Context: an optimization exercise on an open-source flow, tuned for small area. The choices shown serve that exercise and are no tape-out recipe. Where RTL was checked, it was by simulation tests only, not by an equivalence proof against the original.

==> trial 40 <==
Design wspr_enc, start of the top module:
module wspr_enc (
  input  wire       clk,
  input  wire       rst,       
  input  wire       we,        
  input  wire [7:0] addr,      
  input  wire [7:0] wdata,
  output reg  [7:0] rdata      
);
  localparam [31:0] POLY0 = 32'hF2D05351;
  localparam [31:0] POLY1 = 32'hE4613C47;
  localparam [161:0] SYNC = 162'b000110001101011000000011001010000011100010110011011100100100000100010101100011010010010101010110000101100010110011010000001010010000000111101001000111000100000011;
  localparam [1295:0] SRC_TAB = 1296'h55049e4d76258a39621194436c1b802f58079948712085345d0c8f3e67167b2a5201a15079288d3c651497466f1e83325b0a9c4b74238837600f92416a197e2d56059f4e77268b3a631295446d1c813059089a49722186355e0d903f68177c2b5302a04f78278c3b641396456e1d82315a099b4a732287365f0e914069187d2c54039d4c75248938611093426b1a7f2e57069847701f84335c0b8e3d66157a295100;
  localparam [21:0] K_T1  = 22'd4124224;    
  localparam [21:0] K_T2S = 22'd3485762;    
  localparam [21:0] K_T2P = 22'd65;
  localparam [21:0] K_T3  = 22'd63;
  localparam [31:0] SEEDC = 32'hDEADBF80;   
  localparam [2:0] PH_IDLE  = 3'd0,
                   PH_CHECK = 3'd1,
                   PH_NPASS = 3'd2,
                   PH_HINIT = 3'd3,
                   PH_HSTEP = 3'd4,
                   PH_MPASS = 3'd5,
                   PH_CLEAR = 3'd6,
                   PH_CONV  = 3'd7;
  localparam [2:0] E_NONE = 3'd0, E_CHAR = 3'd1, E_CALL = 3'd2, E_CMD = 3'd4;
  localparam [2:0] R0 = 3'd0, R1 = 3'd1, R10 = 3'd2, R18 = 3'd3,
                   R27 = 3'd4, R36 = 3'd5, R37 = 3'd6, R128 = 3'd7;
  localparam [2:0] D_VAL = 3'd0, D_PWR = 3'd1, D_SFX = 3'd2, D_K = 3'd3, D_HC = 3'd4;
  function lt8(input [7:0] a, input [7:0] b);
    integer k;
    reg lt, eq;
    begin
      lt = 1'b0;
      eq = 1'b1;
      for (k = 7; k >= 0; k = k - 1) begin
        lt = lt | (eq & ~a[k] & b[k]);
  ...
clock: 25.0 ns
lec_check: 0
abc_area: 1
cap_margin: 20
core_margin: 2
core_utilization: 40
gpl_timing_driven: 0
place_density: 0.6
slew_margin: 20
standard.sh (not shown) runs the stock make flow with config.mk's settings and CLKGATE_MAP_FILE= SYNTH_SCRIPT=/design/flow/synth_recipe.tcl, a recipe that flattens the netlist after the stock synthesis.
==> flow/flow/run.sh <==
#!/bin/bash
# Standard layout, with clock tree synthesis told not to add dummy loads.
set -e
export CTS_ARGS="-sink_clustering_enable -repair_clock_nets -buf_list sky130_fd_sc_hd__clkbuf_4 -sink_clustering_size 12 -sink_clustering_max_diameter 30 -dont_use_dummy_load"
bash standard.sh > standard.log 2>&1
==> build 32 (differences from trial 40) <==
--- a/flow/design.v
+++ b/flow/design.v
@@ -23,52 +23,36 @@
                    PH_MPASS = 3'd5,
                    PH_CLEAR = 3'd6,
                    PH_CONV  = 3'd7;
   localparam [2:0] E_NONE = 3'd0, E_CHAR = 3'd1, E_CALL = 3'd2, E_CMD = 3'd4;
   localparam [2:0] R0 = 3'd0, R1 = 3'd1, R10 = 3'd2, R18 = 3'd3,
                    R27 = 3'd4, R36 = 3'd5, R37 = 3'd6, R128 = 3'd7;
   localparam [2:0] D_VAL = 3'd0, D_PWR = 3'd1, D_SFX = 3'd2, D_K = 3'd3, D_HC = 3'd4;
-  function lt8(input [7:0] a, input [7:0] b);
-    integer k;
-    reg lt, eq;
-    begin
-      lt = 1'b0;
-      eq = 1'b1;
-      for (k = 7; k >= 0; k = k - 1) begin
-        lt = lt | (eq & ~a[k] & b[k]);
-        eq = eq & ~(a[k] ^ b[k]);
-      end
-      lt8 = lt;
-    end
-  endfunction
-  function in1n(input [4:0] v, input [4:0] n);
-    in1n = (v != 5'd0) && !lt8({3'd0, n}, {3'd0, v});
-  endfunction
   function is_digit(input [7:0] b);
-    is_digit = (b[7:4] == 4'h3) && (!b[3] || (b[2:1] == 2'b00));
+    is_digit = (b >= 8'h30) && (b <= 8'h39);
   endfunction
   function is_upper(input [7:0] b);
-    is_upper = (b[7:5] == 3'b010) && in1n(b[4:0], 5'd26);
+    is_upper = (b >= 8'h41) && (b <= 8'h5A);
   endfunction
   function [7:0] to_upper(input [7:0] b);
-    to_upper = ((b[7:5] == 3'b011) && in1n(b[4:0], 5'd26)) ? {b[7:6], 1'b0, b[4:0]} : b;
+    to_upper = ((b >= 8'h61) && (b <= 8'h7A)) ? b - 8'h20 : b;
   endfunction
   reg [207:0] ob;
   reg         use_sfx;
   wire [7:0]  call_len = ob[8*10 +: 8];
   wire [7:0]  power    = ob[8*11 +: 8];
   wire [7:0]  sfx      = ob[8*25 +: 8];
-  reg       busy, done;
+  reg       busy, done, err;
   reg [2:0] errcode;
-  wire [7:0] status = {1'b0, errcode, 1'b0, busy, (errcode != E_NONE), done};
+  wire [7:0] status = {1'b0, errcode, 1'b0, busy, err, done};
   reg [2:0]  ph;
-  reg [5:0]  cnt;
+  reg [6:0]  cnt;
   reg [2:0]  op;
   reg [1:0]  mtype;           
-  reg        f_pn, f_lall, f_lpos, f_sp4;
+  reg        f_pn, f_lall, f_lpos, f_pfx, f_sp4;
   reg [2:0]  carry;           
   reg [7:1]  dl;              
   reg        hcar;            
   reg [80:0] E, O;            
   reg        M0;              
   integer    i;
   wire sfx_two = (sfx >= 8'd36);
@@ -86,77 +70,34 @@
         case (op)
           3'd0: item = 4'd6;
           3'd1: item = 4'd8;
           3'd2: item = 4'd7;
           default: item = 4'd9;
         endcase
       else
-        case (op)
-          3'd0: item = 4'd10;
-          3'd1: item = 4'd11;
-          default: item = 4'd12;
-        endcase
+        item = 4'd10 + {1'b0, op};
     end
   end
-  wire it_n   = lt8({4'd0, item}, 8'd6);
-  wire it_loc = !it_n && lt8({4'd0, item}, 8'd10);
+  wire it_n   = (item < 4'd6);
+  wire it_loc = (item >= 4'd6) && (item < 4'd10);
   wire norm   = it_n && (mtype != 2'd3);
-  reg [3:0] ci;
-  always @* begin
-    case (item[2:0])
-      3'd0: ci = do_shift ? 4'd15 : 4'd0;
-      3'd1: ci = do_shift ? 4'd0 : 4'd1;
-      3'd2: ci = do_shift ? 4'd1 : 4'd2;
-      3'd3: ci = do_shift ? 4'd2 : 4'd3;
-      3'd4: ci = do_shift ? 4'd3 : 4'd4;
-      default: ci = do_shift ? 4'd4 : 4'd5;
-    endcase
-  end
-  wire [1:0] hword = (op[1:0] == 2'd0) ? 2'd2 : (op[1:0] == 2'd1) ? 2'd0 : 2'd1;
+  wire [3:0] ci = item - {3'd0, do_shift};
+  wire [1:0] hword = (cnt[6:5] == 2'd0) ? 2'd2 : (cnt[6:5] == 2'd1) ? 2'd0 : 2'd1;
   wire [3:0] hj = {hword, cnt[4:3]};
   reg [4:0] ea;
   always @* begin
     if (ph == PH_HINIT) begin
       if (use_sfx) ea = {1'b0, hj};
-      else
-        case (hj)
-          4'd0: ea = 5'h16;
-          4'd1: ea = 5'h17;
-          4'd2: ea = 5'h18;
-          4'd4: ea = 5'd0;
-          4'd5: ea = 5'd1;
-          4'd6: ea = 5'd2;
-          4'd7: ea = 5'd3;
-          4'd8: ea = 5'd4;
-          4'd9: ea = 5'd5;
-          4'd10: ea = 5'd6;
-          4'd11: ea = 5'd7;
-          default: ea = 5'd31;
-        endcase
+      else if (hj < 4'd3) ea = 5'h16 + {1'b0, hj};
+      else ea = {1'b0, hj - 4'd4};
     end else if (it_n) begin
-      if (mtype == 2'd3)
-        case (item[2:0])
-          3'd0: ea = 5'h11;
-          3'd1: ea = 5'h12;
-          3'd2: ea = 5'h13;
-          3'd3: ea = 5'h14;
-          3'd4: ea = 5'h15;
-          default: ea = 5'h10;
-        endcase
+      if (mtype == 2'd3) ea = (item == 4'd5) ? 5'h10 : 5'h11 + {1'b0, item};
       else ea = {1'b0, ci};
-    end else
-      case (item)
-        4'd6: ea = 5'h0C;
-        4'd7: ea = 5'h0D;
-        4'd8: ea = 5'h0E;
-        4'd9: ea = 5'h0F;
-        4'd10: ea = 5'h16;
-        4'd11: ea = 5'h17;
-        default: ea = 5'h18;
-      endcase
+    end else if (it_loc) ea = 5'h0C + {1'b0, item} - 5'd6;
+    else ea = 5'h16 + {1'b0, item} - 5'd10;
   end
   reg [7:0] eb;
   always @* begin
     eb = 8'h00;
     case (ea)
       5'd0:  eb = ob[8*0 +: 8];
       5'd1:  eb = ob[8*1 +: 8];
@@ -181,15 +122,15 @@
       5'd22: eb = ob[8*22 +: 8];
       5'd23: eb = ob[8*23 +: 8];
       5'd24: eb = ob[8*24 +: 8];
       default: ;
     endcase
   end
   wire [7:0] x = (norm || it_loc) ? to_upper(eb) : eb;
-  wire force_sp = norm && (((item == 4'd0) && do_shift) || !lt8({4'd0, ci}, {4'd0, len4}) ||
+  wire force_sp = norm && (((item == 4'd0) && do_shift) || (ci >= len4) ||
                            ((item == 4'd5) && f_sp4));
   wire c_dig = is_digit(x) && !force_sp;
   wire c_up  = is_upper(x) && !force_sp;
   wire c_sp  = norm ? !(c_dig || c_up) : (x == 8'h20);
   wire c_ar  = (x >= 8'h41) && (x <= 8'h52);
   wire sub10 = (it_n && item >= 4'd3) || it_loc;
   reg [5:0] val;
@@ -246,15 +187,15 @@
     end
     case (mtype)
       2'd1: last_mop = 3'd5;
       2'd2: last_mop = use_sfx ? 3'd2 : 3'd4;
       default: last_mop = 3'd2;
     endcase
   end
-  wire       alu_run = (cnt != 6'd0);
+  wire       alu_run = (cnt != 7'd0);
   wire [4:0] bix = cnt[4:0] - 5'd1;           
   wire       head = (ph == PH_NPASS) ? O[53] : M0;
   reg        d_raw;
   always @* begin
     case (d_sel)
       D_VAL:   d_raw = (bix < 5'd6) && val[bix[2:0]];
       D_PWR:   d_raw = (bix < 5'd8) && power[bix[2:0]];
@@ -359,15 +300,19 @@
     if (mtype == 2'd0)                    chk_err = E_CMD;
     else if (call_len > 8'd10)            chk_err = E_CALL;
     else if (f_pn)                        chk_err = E_CHAR;
     else begin
       case (mtype)
         2'd1: if (f_lall && !f_lpos) chk_err = E_CHAR;
         2'd2: begin
-          if (use_sfx && sfx_bad) chk_err = E_CALL;
+          if (use_sfx) begin
+            if (sfx_bad) chk_err = E_CALL;
+          end else if (f_pfx) begin
+            chk_err = E_CHAR;
+          end
         end
         default: if ((use_sfx && sfx_bad) || comp_bad) chk_err = E_CALL;
       endcase
     end
   end
   wire host_wr = we && !busy;
   wire [7:0] wd = wdata & {8{!rst}};
@@ -376,113 +321,113 @@
       if (rst || (host_wr && addr == i)) ob[8*i +: 8] <= wd;
     if (rst || (host_wr && addr == 8'h1A)) use_sfx <= wd[0];
   end
   always @(posedge clk) begin
     if (rst) begin
       busy    <= 1'b0;
       done    <= 1'b0;
+      err     <= 1'b0;
       errcode <= E_NONE;
       ph      <= PH_IDLE;
     end else begin
-      cnt <= cnt + 6'd1;
+      cnt <= cnt + 7'd1;
       case (ph)
         PH_IDLE: begin
           if (host_wr && addr == 8'h1B) begin
             mtype   <= (wdata[7:2] == 6'd0) ? wdata[1:0] : 2'd0;
             busy    <= 1'b1;
             done    <= 1'b0;
-                  errcode <= E_NONE;
+            err     <= 1'b0;
+            errcode <= E_NONE;
             f_pn    <= 1'b0;
             f_lall  <= 1'b1;
             f_lpos  <= 1'b1;
-            cnt     <= 6'd0;
+            f_pfx   <= 1'b0;
+            cnt     <= 7'd0;
             ph      <= PH_CHECK;
           end
         end
         PH_CHECK: begin
           if (it_n) begin
             if (n_bad) f_pn <= 1'b1;
             if (item == 4'd4) f_sp4 <= c_sp;
           end else if (it_loc) begin
             if (!l_in)  f_lall <= 1'b0;
             if (!l_pos) f_lpos <= 1'b0;
-          end else if (cnt != 6'd13 && mtype == 2'd2 && !use_sfx && !(c_dig || c_up || c_sp)) begin
-            f_pn <= 1'b1;    
+          end else if (cnt != 7'd13 && !(c_dig || c_up || c_sp)) begin
+            f_pfx <= 1'b1;
           end
-          if (cnt == 6'd13) begin
-            cnt <= 6'd0;
+          if (cnt == 7'd13) begin
+            cnt <= 7'd0;
             op  <= 3'd0;
             if (chk_err != E_NONE) begin
               busy    <= 1'b0;
               done    <= 1'b1;
+              err     <= 1'b1;
               errcode <= chk_err;
               ph      <= PH_IDLE;
             end else begin
               ph <= PH_NPASS;
             end
           end
         end
         PH_NPASS: begin
-          if (cnt == 6'd28) begin
-            cnt <= 6'd0;
+          if (cnt == 7'd28) begin
+            cnt <= 7'd0;
             op  <= op + 3'd1;
             if (op == 3'd5) begin
               op <= 3'd0;
               ph <= (mtype == 2'd3) ? PH_HINIT : PH_MPASS;
             end
           end
         end
         PH_HINIT: begin
-          if (cnt == 6'd31) begin
-            cnt <= 6'd0;
-            op  <= op + 3'd1;
-            if (op == 3'd2) begin
-              op <= 3'd0;
-              ph <= PH_HSTEP;
-            end
+          if (cnt == 7'd95) begin
+            cnt <= 7'd0;
+            ph  <= PH_HSTEP;
           end
         end
         PH_HSTEP: begin
-          if (cnt == 6'd31) begin
-            cnt <= 6'd0;
+          if (cnt == 7'd31) begin
+            cnt <= 7'd0;
             op  <= op + 3'd1;
             if (op == 3'd6) begin
               op <= 3'd0;
               ph <= PH_MPASS;
             end
           end
         end
         PH_MPASS: begin
-          if (cnt == 6'd22) begin
-            cnt <= 6'd0;
+          if (cnt == 7'd22) begin
+            cnt <= 7'd0;
             op  <= op + 3'd1;
             if (op == last_mop) ph <= PH_CLEAR;
           end
         end
         PH_CLEAR: begin
-          if (cnt == 6'd31) begin
-            cnt <= 6'd0;
+          if (cnt == 7'd31) begin
+            cnt <= 7'd0;
             ph  <= PH_CONV;
           end
         end
         default: begin   
-          if (cnt == 6'd48) begin
+          if (cnt == 7'd48) begin
             busy <= 1'b0;
             done <= 1'b1;
             ph   <= PH_IDLE;
           end
         end
       endcase
     end
   end
   always @(posedge clk) begin
     if (ph == PH_NPASS || ph == PH_MPASS) begin
       if (!alu_run) begin
         carry <= d_neg ? 3'd1 : (c_dl7 ? {2'd0, dl[7]} : 3'd0);
-        dl    <= 6'd0;
+        dl    <= 7'd0;
       end else begin
         carry <= asum[3:1];
         dl    <= {dl[6:1], head};
       end
     end
     hcar <= h_cout;
   end
==> flow/run.sh (new file) <==
#!/bin/bash
# synth_recipe.tcl (not shown) runs the flow's synth.tcl, then flattens the netlist and writes it again
# the make line also repeats each setting of config.mk as NAME=value (left out here)
make -C /OpenROAD-flow-scripts/flow DESIGN_CONFIG=/design/flow/config.mk WORK_HOME=/design/flow/orfs CLKGATE_MAP_FILE= SYNTH_SCRIPT=/design/flow/synth_recipe.tcl finish
- CTS_BUF_LIST: default -> sky130_fd_sc_hd__clkbuf_8
- CTS_CLUSTER_DIAMETER: default -> 50
- CTS_CLUSTER_SIZE: default -> 16
- GPL_TIMING_DRIVEN: 0 -> default
removed: flow/flow/run.sh
removed: flow/standard.sh
==> trial 45 (differences from trial 40) <==
--- a/flow/design.v
+++ b/flow/design.v
@@ -53,22 +53,22 @@
     to_upper = ((b[7:5] == 3'b011) && in1n(b[4:0], 5'd26)) ? {b[7:6], 1'b0, b[4:0]} : b;
   endfunction
   reg [207:0] ob;
   reg         use_sfx;
   wire [7:0]  call_len = ob[8*10 +: 8];
   wire [7:0]  power    = ob[8*11 +: 8];
   wire [7:0]  sfx      = ob[8*25 +: 8];
-  reg       busy, done;
+  reg       busy, done, err;
   reg [2:0] errcode;
-  wire [7:0] status = {1'b0, errcode, 1'b0, busy, (errcode != E_NONE), done};
+  wire [7:0] status = {1'b0, errcode, 1'b0, busy, err, done};
   reg [2:0]  ph;
-  reg [5:0]  cnt;
+  reg [6:0]  cnt;
   reg [2:0]  op;
   reg [1:0]  mtype;           
-  reg        f_pn, f_lall, f_lpos, f_sp4;
+  reg        f_pn, f_lall, f_lpos, f_pfx, f_sp4;
   reg [2:0]  carry;           
   reg [7:1]  dl;              
   reg        hcar;            
   reg [80:0] E, O;            
   reg        M0;              
   integer    i;
   wire sfx_two = (sfx >= 8'd36);
@@ -107,15 +107,15 @@
       3'd1: ci = do_shift ? 4'd0 : 4'd1;
       3'd2: ci = do_shift ? 4'd1 : 4'd2;
       3'd3: ci = do_shift ? 4'd2 : 4'd3;
       3'd4: ci = do_shift ? 4'd3 : 4'd4;
       default: ci = do_shift ? 4'd4 : 4'd5;
     endcase
   end
-  wire [1:0] hword = (op[1:0] == 2'd0) ? 2'd2 : (op[1:0] == 2'd1) ? 2'd0 : 2'd1;
+  wire [1:0] hword = (cnt[6:5] == 2'd0) ? 2'd2 : (cnt[6:5] == 2'd1) ? 2'd0 : 2'd1;
   wire [3:0] hj = {hword, cnt[4:3]};
   reg [4:0] ea;
   always @* begin
     if (ph == PH_HINIT) begin
       if (use_sfx) ea = {1'b0, hj};
       else
         case (hj)
@@ -246,15 +246,15 @@
     end
     case (mtype)
       2'd1: last_mop = 3'd5;
       2'd2: last_mop = use_sfx ? 3'd2 : 3'd4;
       default: last_mop = 3'd2;
     endcase
   end
-  wire       alu_run = (cnt != 6'd0);
+  wire       alu_run = (cnt != 7'd0);
   wire [4:0] bix = cnt[4:0] - 5'd1;           
   wire       head = (ph == PH_NPASS) ? O[53] : M0;
   reg        d_raw;
   always @* begin
     case (d_sel)
       D_VAL:   d_raw = (bix < 5'd6) && val[bix[2:0]];
       D_PWR:   d_raw = (bix < 5'd8) && power[bix[2:0]];
@@ -359,15 +359,19 @@
     if (mtype == 2'd0)                    chk_err = E_CMD;
     else if (call_len > 8'd10)            chk_err = E_CALL;
     else if (f_pn)                        chk_err = E_CHAR;
     else begin
       case (mtype)
         2'd1: if (f_lall && !f_lpos) chk_err = E_CHAR;
         2'd2: begin
-          if (use_sfx && sfx_bad) chk_err = E_CALL;
+          if (use_sfx) begin
+            if (sfx_bad) chk_err = E_CALL;
+          end else if (f_pfx) begin
+            chk_err = E_CHAR;
+          end
         end
         default: if ((use_sfx && sfx_bad) || comp_bad) chk_err = E_CALL;
       endcase
     end
   end
   wire host_wr = we && !busy;
   wire [7:0] wd = wdata & {8{!rst}};
@@ -376,113 +380,113 @@
       if (rst || (host_wr && addr == i)) ob[8*i +: 8] <= wd;
     if (rst || (host_wr && addr == 8'h1A)) use_sfx <= wd[0];
   end
   always @(posedge clk) begin
     if (rst) begin
       busy    <= 1'b0;
       done    <= 1'b0;
+      err     <= 1'b0;
       errcode <= E_NONE;
       ph      <= PH_IDLE;
     end else begin
-      cnt <= cnt + 6'd1;
+      cnt <= cnt + 7'd1;
       case (ph)
         PH_IDLE: begin
           if (host_wr && addr == 8'h1B) begin
             mtype   <= (wdata[7:2] == 6'd0) ? wdata[1:0] : 2'd0;
             busy    <= 1'b1;
             done    <= 1'b0;
-                  errcode <= E_NONE;
+            err     <= 1'b0;
+            errcode <= E_NONE;
             f_pn    <= 1'b0;
             f_lall  <= 1'b1;
             f_lpos  <= 1'b1;
-            cnt     <= 6'd0;
+            f_pfx   <= 1'b0;
+            cnt     <= 7'd0;
             ph      <= PH_CHECK;
           end
         end
         PH_CHECK: begin
           if (it_n) begin
             if (n_bad) f_pn <= 1'b1;
             if (item == 4'd4) f_sp4 <= c_sp;
           end else if (it_loc) begin
             if (!l_in)  f_lall <= 1'b0;
             if (!l_pos) f_lpos <= 1'b0;
-          end else if (cnt != 6'd13 && mtype == 2'd2 && !use_sfx && !(c_dig || c_up || c_sp)) begin
-            f_pn <= 1'b1;    
+          end else if (cnt != 7'd13 && !(c_dig || c_up || c_sp)) begin
+            f_pfx <= 1'b1;
           end
-          if (cnt == 6'd13) begin
-            cnt <= 6'd0;
+          if (cnt == 7'd13) begin
+            cnt <= 7'd0;
             op  <= 3'd0;
             if (chk_err != E_NONE) begin
               busy    <= 1'b0;
               done    <= 1'b1;
+              err     <= 1'b1;
               errcode <= chk_err;
               ph      <= PH_IDLE;
             end else begin
               ph <= PH_NPASS;
             end
           end
         end
         PH_NPASS: begin
-          if (cnt == 6'd28) begin
-            cnt <= 6'd0;
+          if (cnt == 7'd28) begin
+            cnt <= 7'd0;
             op  <= op + 3'd1;
             if (op == 3'd5) begin
               op <= 3'd0;
               ph <= (mtype == 2'd3) ? PH_HINIT : PH_MPASS;
             end
           end
         end
         PH_HINIT: begin
-          if (cnt == 6'd31) begin
-            cnt <= 6'd0;
-            op  <= op + 3'd1;
-            if (op == 3'd2) begin
-              op <= 3'd0;
-              ph <= PH_HSTEP;
-            end
+          if (cnt == 7'd95) begin
+            cnt <= 7'd0;
+            ph  <= PH_HSTEP;
           end
         end
         PH_HSTEP: begin
-          if (cnt == 6'd31) begin
-            cnt <= 6'd0;
+          if (cnt == 7'd31) begin
+            cnt <= 7'd0;
             op  <= op + 3'd1;
             if (op == 3'd6) begin
               op <= 3'd0;
               ph <= PH_MPASS;
             end
           end
         end
         PH_MPASS: begin
-          if (cnt == 6'd22) begin
-            cnt <= 6'd0;
+          if (cnt == 7'd22) begin
+            cnt <= 7'd0;
             op  <= op + 3'd1;
             if (op == last_mop) ph <= PH_CLEAR;
           end
         end
         PH_CLEAR: begin
-          if (cnt == 6'd31) begin
-            cnt <= 6'd0;
+          if (cnt == 7'd31) begin
+            cnt <= 7'd0;
             ph  <= PH_CONV;
           end
         end
         default: begin   
-          if (cnt == 6'd48) begin
+          if (cnt == 7'd48) begin
             busy <= 1'b0;
             done <= 1'b1;
             ph   <= PH_IDLE;
           end
         end
       endcase
     end
   end
   always @(posedge clk) begin
     if (ph == PH_NPASS || ph == PH_MPASS) begin
       if (!alu_run) begin
         carry <= d_neg ? 3'd1 : (c_dl7 ? {2'd0, dl[7]} : 3'd0);
-        dl    <= 6'd0;
+        dl    <= 7'd0;
       end else begin
         carry <= asum[3:1];
         dl    <= {dl[6:1], head};
       end
     end
     hcar <= h_cout;
   end
==> flow/flow/run.sh (replaced) <==
#!/bin/bash
# Standard layout, with clock tree synthesis told not to add dummy loads.
set -e
export CTS_ARGS="-sink_clustering_enable -repair_clock_nets -buf_list sky130_fd_sc_hd__clkbuf_4 -sink_clustering_size 10 -sink_clustering_max_diameter 45 -dont_use_dummy_load"
bash standard.sh > standard.log 2>&1
- CTS_BUF_LIST: default -> sky130_fd_sc_hd__clkbuf_4
- CTS_CLUSTER_DIAMETER: default -> 45
- CTS_CLUSTER_SIZE: default -> 10
- GPL_TIMING_DRIVEN: 0 -> default
==> notes <==
In build 32 the clock skew is lower than in trial 45, by 0.11 ns. In build 32 the synthesized cell count is larger than in trial 45, by about 4%. Non-clock buffer count, highest first: trial 40, trial 45, build 32. The highest via count belongs to build 32, the lowest to trial 40. In build 32 the first-iteration DRC count is higher than in trial 40, by about 11%. Sequential cell count is the same in build 32 and trial 45. The lowest setup slack belongs to trial 40, the highest to trial 45. The lowest global-route usage belongs to trial 40, the highest to build 32. In trial 45 the register-to-register slack is better than in trial 40, by 0.19 ns.
Function not checked in build 32: the RTL went through the layout flow alone.

[afterwards: timing with drivers on the ports]
How much do the figures lean on ideal ports? The routed layouts below were timed once more, with nothing changed but the port constraints.
Step 1 assumes that a clkbuf_16 drives the clock port and a buf_2 every other input.
Step 2 also shifts input and output timing later by t, the mid clock arrival at the registers, as if the neighbouring blocks saw the same clock.
Slacks: no drivers / after step 1 / after step 2; pairs: no drivers / after step 1.
run	t (ns)	slack for setup (ns)	worst hold slack (ns)	clock arrival spread, ns	cell pins on the clock port's net
trial 40	0.888	15.364 / 15.396 / 14.508	0.413 / 0.413 / 0.413	0.127 / 0.126	1
build 32	0.730	15.932 / 15.935 / 15.205	0.455 / 0.455 / 0.455	0.051 / 0.051	1
trial 45	0.868	16.613 / 16.643 / 15.775	0.437 / 0.437 / 0.437	0.152 / 0.152	1
After both steps setup and hold are still met in every run listed. For trial 40, which loses most, drivers alone change the setup slack by +0.032 ns; drivers and shift together by -0.856 ns.
